From an optimization exercise on the open Yosys and OpenROAD flow, aimed at small area, a short achievable clock period and few clock cycles per item; shortcuts taken in it are not production practice.
Where RTL was checked, it was by simulation tests only, not by an equivalence proof against the original.
Power is estimated from default activity; no workload was simulated.

## dlink_rx
module dlink_rx #(
    parameter MAX_PAYLOAD = 4096,
    parameter DEF_W       = 8,
    parameter DEF_H       = 8,
    parameter DEF_FMT     = 0
) (
    input  wire        clk,
    input  wire        rst,
    input  wire        in_valid,
    input  wire [7:0]  in_data,
    output wire        in_ready,
    output reg         fb_we,
    output wire [15:0] fb_addr,
    output reg  [7:0]  fb_wdata,
    output reg  [7:0]  fb_wmask,
    output reg         err_valid,
    output reg  [2:0]  err_code,
    output reg         ntf_params,
    output reg         ntf_frame,
    output reg         ss_enabled,
    output reg  [15:0] ss_width,
    output reg  [15:0] ss_height,
    output reg  [2:0]  ss_fmt,
    output reg  [1:0]  ss_rot,
    output reg  [7:0]  ss_indev,
    output reg  [15:0] drop_count
);
clock: 12.0 ns
lec_check: 0
cap_margin: 20
core_margin: 2
core_utilization: 40
slew_margin: 20
standard.sh (not shown) runs the stock make flow with config.mk's settings and CLKGATE_MAP_FILE= SYNTH_SCRIPT=/design/flow/synth_recipe.tcl, a recipe that flattens the netlist after the stock synthesis.
==> flow/flow/run.sh <==
#!/bin/bash
# Layout: the standard ORFS flow, with the port buffers made of
# sky130_fd_sc_hd__buf_2 cells instead of the default choice.
# Each tool's output goes to its own log file in this folder (ORFS also keeps
# its per-step logs under orfs/logs/).
set -euo pipefail
bash standard.sh BUFFER_PORTS_ARGS="-buffer_cell sky130_fd_sc_hd__buf_2" finish > orfs_make.log 2>&1
The baseline completed without violations.
Edit:
==> flow/run.sh (new file) <==
#!/bin/bash
# synth_recipe.tcl (not shown) runs the flow's synth.tcl, then flattens the netlist and writes it again
# the make line also repeats each setting of config.mk as NAME=value (left out here)
make -C /OpenROAD-flow-scripts/flow DESIGN_CONFIG=/design/flow/config.mk WORK_HOME=/design/flow/orfs CLKGATE_MAP_FILE= SYNTH_SCRIPT=/design/flow/synth_recipe.tcl finish
removed: flow/flow/run.sh
removed: flow/standard.sh
Result: Critical path depth came out lower by 8. Fmax drops by 0.32%. Total power went up by 1.5%. Synthesized area does not change. Clock-buffer cell count shrinks by 10.
No functional check of the RTL was part of any run of this note.

* * *

== nickel ==
Another version of the RTL of dlink_rx (not shown whole).
Size in the first run: ~2,400 cells after synthesis, roughly 110 I/O pins.
clock: 12.0 ns
lec_check: 0
cap_margin: 20
core_margin: 2
core_utilization: 40
slew_margin: 20
run.sh (not shown) runs the stock make flow with config.mk's settings and CLKGATE_MAP_FILE= SYNTH_SCRIPT=/design/flow/synth_recipe.tcl, a recipe that flattens the netlist after the stock synthesis.
Stock flow here: none of the scripts above is used.
Testbench counts of nickel, summed over its fixed seeds: cycles 115,338, bytes 112,114.
> inputs changed (nickel -> pepper)
# nickel
export LEC_CHECK = 0
export CAP_MARGIN = 20
export CORE_MARGIN = 2
export CORE_UTILIZATION = 40
export SLEW_MARGIN = 20
create_clock -name core_clock -period 12.0 [get_ports {clk}]
# pepper
export LEC_CHECK = 0
export CAP_MARGIN = 20
export CORE_MARGIN = 2
export CORE_UTILIZATION = 65
export SLEW_MARGIN = 20
create_clock -name core_clock -period 12.0 [get_ports {clk}]
==> flow/flow/run.sh (new file) <==
#!/bin/bash
# Layout: the standard ORFS flow, with the port buffers made of
# sky130_fd_sc_hd__buf_2 cells instead of the default choice.
# Each tool's output goes to its own log file in this folder (ORFS also keeps
# its per-step logs under orfs/logs/).
set -euo pipefail
bash standard.sh BUFFER_PORTS_ARGS="-buffer_cell sky130_fd_sc_hd__buf_2" finish > orfs_make.log 2>&1
==> flow/standard.sh (new file) <==
#!/bin/bash
# synth_recipe.tcl (not shown) runs the flow's synth.tcl, then flattens the netlist and writes it again
# the make line also repeats each setting of config.mk as NAME=value (left out here)
make -C /OpenROAD-flow-scripts/flow DESIGN_CONFIG=/design/flow/config.mk WORK_HOME=/design/flow/orfs CLKGATE_MAP_FILE= SYNTH_SCRIPT=/design/flow/synth_recipe.tcl "${@:-finish}"
removed: flow/run.sh
Results
Summary of pepper over nickel: least setup slack across all paths after layout up 210 ps; critical path depth in cells up 7; number of buffer and inverter stages on the critical path down 1; final non-filler cell total down about 8%. ss_enabled as the capture point of the critical path was reported by nickel, and m[2]$_DFF_P_ by pepper.
Inputs modified between pepper and yarrow:
# pepper
export LEC_CHECK = 0
export CAP_MARGIN = 20
export CORE_MARGIN = 2
export CORE_UTILIZATION = 65
export SLEW_MARGIN = 20
create_clock -name core_clock -period 12.0 [get_ports {clk}]
# yarrow
export LEC_CHECK = 0
export CAP_MARGIN = 20
export CORE_MARGIN = 2
export CORE_UTILIZATION = 40
export SLEW_MARGIN = 20
create_clock -name core_clock -period 12.0 [get_ports {clk}]
### Flow results
yarrow: placed cell area about 1.5% above pepper. The worst setup slack of yarrow exceeds that of pepper by 160 ps. yarrow vs pepper: worst hold slack after final layout down. Compared with pepper, yarrow shows a lower via count. Global-route wire length before repair (yarrow over pepper): increase, about 3%. Relative to pepper, data arrival time of the worst path decreased by 2960 ps in yarrow. pepper → yarrow: routability congestion estimate went down by 0.047; post-route fraction of the period consumed by the critical path went down; count of clock-buffer cells in the layout now larger. yarrow vs pepper — buffer count excluding the clock tree in the final layout rose about 0.7%.

* * *

dlink_rx, a different RTL version from the one above (not shown whole).
For scale: ~2600 cells after synthesis, roughly 390 flip-flops, about 110 I/O pins, ~23000 um2 of cells after synthesis.
## dlink_rx
module dlink_rx #(
    parameter MAX_PAYLOAD = 4096,
    parameter DEF_W       = 8,
    parameter DEF_H       = 8,
    parameter DEF_FMT     = 0
) (
    input  wire        clk,
    input  wire        rst,
    input  wire        in_valid,
    input  wire [7:0]  in_data,
    output wire        in_ready,
    output reg         fb_we,
    output wire [15:0] fb_addr,
    output reg  [7:0]  fb_wdata,
    output reg  [7:0]  fb_wmask,
    output reg         err_valid,
    output reg  [2:0]  err_code,
    output reg         ntf_params,
    output reg         ntf_frame,
    output reg         ss_enabled,
    output reg  [15:0] ss_width,
    output reg  [15:0] ss_height,
    output reg  [2:0]  ss_fmt,
    output reg  [1:0]  ss_rot,
    output reg  [7:0]  ss_indev,
    output reg  [15:0] drop_count
);
export LEC_CHECK = 0
export CAP_MARGIN = 20
export CORE_MARGIN = 2
export CORE_UTILIZATION = 40
export SLEW_MARGIN = 20
create_clock -name core_clock -period 12.0 [get_ports {clk}]
standard.sh (not shown) runs the stock make flow with config.mk's settings and CLKGATE_MAP_FILE= SYNTH_SCRIPT=/design/flow/synth_recipe.tcl, a recipe that flattens the netlist after the stock synthesis.
==> flow/flow/run.sh <==
#!/bin/bash
# Layout: the standard ORFS flow, with the port buffers made of
# sky130_fd_sc_hd__buf_2 cells instead of the default choice.
# Each tool's output goes to its own log file in this folder (ORFS also keeps
# its per-step logs under orfs/logs/).
set -euo pipefail
bash standard.sh BUFFER_PORTS_ARGS="-buffer_cell sky130_fd_sc_hd__buf_2" finish > orfs_make.log 2>&1
The first run finished clean.
Testbench counts at the start, summed over its fixed seeds: cycles 115,616, bytes 112,114.
Rerun with:
==> flow/run.sh (new file) <==
#!/bin/bash
# synth_recipe.tcl (not shown) runs the flow's synth.tcl, then flattens the netlist and writes it again
# the make line also repeats each setting of config.mk as NAME=value (left out here)
make -C /OpenROAD-flow-scripts/flow DESIGN_CONFIG=/design/flow/config.mk WORK_HOME=/design/flow/orfs CLKGATE_MAP_FILE= SYNTH_SCRIPT=/design/flow/synth_recipe.tcl finish
removed: flow/flow/run.sh
removed: flow/standard.sh
What happened:
- worst setup slack gets worse by 0.058 ns
- utilization rises by 0.91 points
- final cell count barely changes
- die area does not change
- synthesized area is unchanged
- clock-buffer cell count rose by 1
- via count stays flat
- sequential cell count does not change
- non-clock buffer count rose by 1
- clock power hardly moves
- power stays flat

* * *

Another version of the RTL of dlink_rx (not shown whole).
For scale: ~2,400 cells after synthesis, ~400 flip-flops, about 110 I/O pins, roughly 21,000 sq um of cells after synthesis.
Design dlink_rx, start of the top module:
module dlink_rx #(
    parameter MAX_PAYLOAD = 4096,
    parameter DEF_W       = 8,
    parameter DEF_H       = 8,
    parameter DEF_FMT     = 0
) (
    input  wire        clk,
    input  wire        rst,
    input  wire        in_valid,
    input  wire [7:0]  in_data,
    output wire        in_ready,
    output reg         fb_we,
    output wire [15:0] fb_addr,
    output reg  [7:0]  fb_wdata,
    output reg  [7:0]  fb_wmask,
    output reg         err_valid,
    output reg  [2:0]  err_code,
    output reg         ntf_params,
    output reg         ntf_frame,
    output reg         ss_enabled,
    output reg  [15:0] ss_width,
    output reg  [15:0] ss_height,
    output reg  [2:0]  ss_fmt,
    output reg  [1:0]  ss_rot,
    output reg  [7:0]  ss_indev,
    output reg  [15:0] drop_count
);
    localparam [2:0] E_LENGTH = 3'd2, E_WINDOW = 3'd3, E_FORMAT = 3'd4,
                     E_SHORT  = 3'd5, E_INIT   = 3'd6, E_POINT  = 3'd7;
    localparam integer S_SEEK = 0, S_HDR = 1, S_PAY = 2, S_EXEC = 3;
    localparam integer X_COL = 0, X_Y   = 1, X_YD  = 2, X_H   = 3, X_LR  = 4,
                       X_PW  = 5, X_INIT = 6, X_ROW = 7, X_CAP = 8, X_LRS = 9,
                       X_FIN = 10, X_CK  = 11;
    localparam [11:0] XN = 12'd0;
    reg        rdy;
    reg        rst_r;          
    reg        vld;            
    reg [7:0]  byte_r;
    reg        spec;           
    reg        lbad, lzero;    
    reg [3:0]  st;
    reg        wrd;            
  ...
==> flow/config.mk <==
export PLATFORM = sky130hd
export DESIGN_NAME = dlink_rx
export DESIGN_NICKNAME = dlink_rx
export VERILOG_FILES = /design/flow/design.v
export SDC_FILE = /design/flow/constraint.sdc
export NUM_CORES = 4
export LEC_CHECK = 0
export CAP_MARGIN = 20
export CORE_MARGIN = 2
export CORE_UTILIZATION = 40
export SLEW_MARGIN = 20
==> flow/constraint.sdc <==
create_clock -name core_clock -period 12.0 [get_ports {clk}]
set_input_delay 2.4000 -clock core_clock [delete_from_list [all_inputs] [get_ports {clk}]]
set_output_delay 2.4000 -clock core_clock [all_outputs]
set_load 0.01 [all_outputs]
==> flow/flow/run.sh <==
#!/bin/bash
# Layout: the standard ORFS flow, with the port buffers made of
# sky130_fd_sc_hd__buf_2 cells instead of the default choice.
# Each tool's output goes to its own log file in this folder (ORFS also keeps
# its per-step logs under orfs/logs/).
set -euo pipefail
bash standard.sh BUFFER_PORTS_ARGS="-buffer_cell sky130_fd_sc_hd__buf_2" finish > orfs_make.log 2>&1
The starting point went through all stages and came out clean.
Edit:
==> flow/run.sh (new file) <==
#!/bin/bash
# synth_recipe.tcl (not shown) runs the flow's synth.tcl, then flattens the netlist and writes it again
# the make line also repeats each setting of config.mk as NAME=value (left out here)
make -C /OpenROAD-flow-scripts/flow DESIGN_CONFIG=/design/flow/config.mk WORK_HOME=/design/flow/orfs CLKGATE_MAP_FILE= SYNTH_SCRIPT=/design/flow/synth_recipe.tcl finish
removed: flow/flow/run.sh
removed: flow/standard.sh
Result:
- combinational power rises by about 5%
- core utilization goes up by 0.98 points
- power falls by 1.5%
- sequential share of layout area decreases by 0.83 points
- setup slack is worse by 49 ps
- non-clock buffer count stays the same
- first-iteration DRC count falls by 0.51%
- global-route usage goes down by 0.20 points
Function was not checked in any run of this note: the RTL went through the layout flow alone.

==> re-timing with driven ports <==
In the flow no input, the clock included, has a driving cell. The finished layouts below were timed again as built, in two steps. Step 1 assumes that a clkbuf_16 drives the clock port and a buf_2 every other input. Step 2 adds t to the input delays and takes it off the output delays; t is the mean of the earliest and latest rising clock arrival at the registers after step 1. Input paths then give back, and output paths get back, about the clock's delay inside the block. a / b / c = ideal ports / drivers / drivers and shift; a / b = the first two.
run | t, ns | setup WS [ns] | slew at the worst register clock pin (ns)
the first run of note 1 | 0.653 | 7.948 / 7.948 / 7.948 | 0.07 / 0.07
the second run of note 1 | 0.630 | 7.935 / 7.872 / 7.709 | 0.07 / 0.07
nickel | 0.643 | 7.920 / 7.859 / 7.419 | 0.07 / 0.07
pepper | 0.623 | 8.130 / 8.130 / 7.887 | 0.07 / 0.07
yarrow | 0.657 | 8.287 / 8.222 / 7.869 | 0.07 / 0.07
the first run of note 3 | 0.661 | 7.917 / 7.917 / 7.886 | 0.07 / 0.07
the second run of note 3 | 0.646 | 7.859 / 7.798 / 7.562 | 0.07 / 0.07
the first run of note 4 | 0.647 | 7.726 / 7.726 / 7.726 | 0.07 / 0.07
the second run of note 4 | 0.653 | 7.676 / 7.676 / 7.401 | 0.06 / 0.06
After both steps setup and hold are still met in every run listed. For nickel, which loses most, drivers alone change the setup slack by -0.061 ns; drivers and shift together by -0.501 ns.
